This is an optimization exercise on Yosys and OpenROAD, whose aim is small area, a short achievable clock period and few clock cycles per item, not a production implementation.
RTL that was checked went through simulation tests only; none was proved equivalent to the original.

==> inputs of job 4249 <==
// wrs_fmd
module wrs_fmd (
    input  wire               clk,
    input  wire               rst,         
    input  wire               cfg_valid,
    input  wire        [15:0] cfg_gain,    
    input  wire               in_valid,
    output wire               in_ready,
    input  wire signed [15:0] in_i,
    input  wire signed [15:0] in_q,
    output wire               out_valid,
    input  wire               out_ready,
    output wire signed [15:0] out_y        
);
    reg        [15:0] gain;
    reg signed [15:0] a_i, a_q;      
    reg signed [15:0] b_i, b_q;      
    reg               ov, sv;        
    reg        [15:0] oy, sy;        
    wire en      = ~sv;
    wire in_fire = in_valid & en;
    assign in_ready  = en;
    assign out_valid = ov;
    assign out_y     = oy;
    always @(posedge clk) begin
        if (rst) begin
            gain <= 16'h0100;
            a_i  <= 16'sd0;
            a_q  <= 16'sd0;
        end else if (cfg_valid) begin
            gain <= cfg_gain;
            a_i  <= 16'sd0;
            a_q  <= 16'sd0;
        end else if (in_fire) begin
            a_i  <= in_i;
            a_q  <= in_q;
        end
    end
    always @(posedge clk) begin
        if (in_fire) begin
            b_i <= a_i;
            b_q <= a_q;
        end
    end
    reg [32:0] ra_q1;
    reg [32:0] rb_q1;
    reg [32:0] ia_q1;
    reg [32:0] ib_q1;
    reg signed [32:0] re_q2;
    reg signed [32:0] im_q2;
    reg [0:0] sr_q3;
    reg [0:0] si_q3;
    reg [0:0] d0_q3;
    reg [31:0] x_q3;
    reg signed [31:0] y_q3;
    reg [0:0] sr_q4;
    reg [0:0] si_q4;
    reg [0:0] d0_q4;
    reg [31:0] x_q4;
    reg signed [31:0] y_q4;
    reg [0:0] d1_q4;
    reg [0:0] sr_q5;
    reg [0:0] si_q5;
    reg [0:0] d0_q5;
    reg [31:0] x_q5;
  ...
make LEC_CHECK=0 CAP_MARGIN=20 CORE_MARGIN=2 CORE_UTILIZATION=40 PLACE_DENSITY=0.6 SETUP_SLACK_MARGIN=5 SLEW_MARGIN=20 finish   # period 11.0 ns
run.sh (not shown) runs the stock make flow with config.mk's settings and CLKGATE_MAP_FILE= SYNTH_SCRIPT=/design/flow/synth_recipe.tcl, a recipe that flattens the netlist after the stock synthesis.
==> job 1374 (differences from job 4249) <==
- SETUP_SLACK_MARGIN: 5 -> default
==> notes.md <==
Job 4249 finished clean. Job 1374 produced a clean layout. Hold slack: job 4249 is lower than job 1374 (0.0011 ns). In job 4249 the non-clock buffer count is higher than in job 1374, by 2. Against job 4249, the register-to-register slack of job 1374 is lower by 0.63 ns. In die area, job 1374 and job 4249 do not differ. Against job 4249, the critical path depth of job 1374 is higher by 7. Core utilization is about the same in job 4249 and job 1374.
==> figures <==
item                                                                           job 4249                  job 1374
Share of post-route cells with drive strength above 1                            5.069%                    4.936%
Critical R2R Launch                                                    b_q[3]$_DFFE_PP_       im_q2[32]$_DFFE_PN_
Data required, critical path                                                   11.52 ns                  11.58 ns
Relative area of clock buffers and inverters in the final design                 4.165%                    4.169%
Flip-flop and latch share of the layout cell area                                29.77%                    29.80%
PnR worst setup slack                                                          5.088 ns                  4.459 ns
Met2 wire len                                                                 170400 um                 170300 um
Outcome                                                        timing/DRC/antenna clean  timing/DRC/antenna clean
Most frequent cell on the critical path                           sky130_fd_sc_hd__fa_1  sky130_fd_sc_hd__o21ai_0
CP Max Fanout                                                                       155                        64
Portion of the layout cell area used by non-clock buffers                        1.858%                    1.818%
Function was not checked in any run of this note: the RTL went through the layout flow alone.

---

==> harbor: inputs <==
wrs_fmd, a different RTL version from the one above (not shown whole).
Settings: LEC_CHECK=0, CAP_MARGIN=20, CORE_MARGIN=2, CORE_UTILIZATION=55, CTS_CLUSTER_DIAMETER=100, CTS_CLUSTER_SIZE=22, GPL_TIMING_DRIVEN=1, PLACE_DENSITY=0.7, SLEW_MARGIN=20; clock period 11.0 ns.
standard.sh (not shown) runs the stock make flow with config.mk's settings and CLKGATE_MAP_FILE= SYNTH_SCRIPT=/design/flow/synth_recipe.tcl, a recipe that flattens the netlist after the stock synthesis.
==> flow/flow/run.sh <==
#!/bin/bash
# The standard layout (standard synthesis unchanged), with setup repair
# aiming further below the clock period.  make's output goes to
# standard.log; each ORFS step keeps its own log under orfs/logs/.
bash standard.sh SETUP_SLACK_MARGIN=6.75 finish > standard.log 2>&1
==> inputs of ember, as changes to harbor <==
--- a/flow/config.mk
+++ b/flow/config.mk
@@ -9,7 +9,6 @@
 export CORE_MARGIN = 2
-export CORE_UTILIZATION = 55
+export CORE_UTILIZATION = 40
 export CTS_CLUSTER_DIAMETER = 100
 export CTS_CLUSTER_SIZE = 22
-export GPL_TIMING_DRIVEN = 1
-export PLACE_DENSITY = 0.7
+export PLACE_DENSITY = 0.6
 export SLEW_MARGIN = 20
==> inputs of lagoon, as changes to harbor <==
--- a/flow/config.mk
+++ b/flow/config.mk
@@ -9,7 +9,6 @@
 export CORE_MARGIN = 2
-export CORE_UTILIZATION = 55
+export CORE_UTILIZATION = 65
 export CTS_CLUSTER_DIAMETER = 100
 export CTS_CLUSTER_SIZE = 22
-export GPL_TIMING_DRIVEN = 1
-export PLACE_DENSITY = 0.7
+export PLACE_DENSITY = 0.8
 export SLEW_MARGIN = 20
==> comparison table <==
                                                        harbor       ember      lagoon
Run status                            timing/DRC/antenna clean  timing/DRC/antenna clean  timing/DRC/antenna clean
Core Box Area                                       215000 µm²  297000 µm²  183000 µm²
Fraction of area in non-clock buffers                   0.0311      0.0325      0.0322
Starting density of the core                             0.554       0.402       0.652
Final GP Congestion                                      0.903       0.868       0.954
Via count of the first global-routing pass               83.4k       81.1k       83.9k
Worst skew pair latency                                0.79 ns     0.88 ns     0.76 ns
Ratio of routed vias to standard cells                    5.86        5.30        6.14
Arrival time of data at the critical path endpoint     4.82 ns     4.96 ns     4.99 ns
Top metal layer carrying routed signals                   met4        met5        met5
Iteration-0 DRC Markers                                   6206        5487        7381
Instance count on the critical path                         20          20          24
Wirelength, routed                                   310000 µm   298000 µm   307000 µm
Cells on worst reg2reg path                                 20          20          24
Met2 wire len                                        150000 µm   142000 µm   145000 µm
Placed inst area                                    122000 µm²  123000 µm²  122000 µm²
WL per Instance                                        22.4 µm     19.9 µm     22.9 µm
Testbench counts of harbor, summed over its fixed seeds: cycles 4,264, items 4,096.
Testbench counts of ember, summed over its fixed seeds: cycles 4,264, items 4,096.
Testbench counts of lagoon, summed over its fixed seeds: cycles 4,264, items 4,096.

[port drivers added, routing unchanged]
Ports are ideal in the flow. The routed layouts listed here were re-timed in OpenROAD.
Step 1 (the two cells are an assumption about what drives the block):
set clk [get_ports {clk}]
set_driving_cell -lib_cell sky130_fd_sc_hd__clkbuf_16 $clk
set_driving_cell -lib_cell sky130_fd_sc_hd__buf_2 [delete_from_list [all_inputs] $clk]
Step 2, shift: input delay + t, output delay - t, t = (earliest + latest rising clock arrival at the registers) / 2. This alone moves slack from input paths to output paths.
Slacks: ideal / step 1 / step 2; pairs: ideal / step 1.
| run | t (ns) | setup slack, ns | hold WS [ns] | cell pins on the clock port's net |
|---|---|---|---|---|
| job 4249 | 0.934 | 5.088 / 5.088 / 5.088 | 0.390 / 0.390 / 0.390 | 1 |
| job 1374 | 0.936 | 4.459 / 4.459 / 4.459 | 0.391 / 0.391 / 0.391 | 1 |
| harbor | 0.853 | 6.667 / 6.667 / 6.393 | 0.400 / 0.400 / 0.400 | 1 |
| ember | 0.926 | 6.604 / 6.604 / 6.366 | 0.374 / 0.374 / 0.374 | 1 |
| lagoon | 0.833 | 6.645 / 6.645 / 6.547 | 0.405 / 0.405 / 0.405 | 1 |
After both steps every run listed still meets setup and hold. For harbor, which loses most, drivers alone change the setup slack by 0.000 ns; drivers and shift together by -0.274 ns.
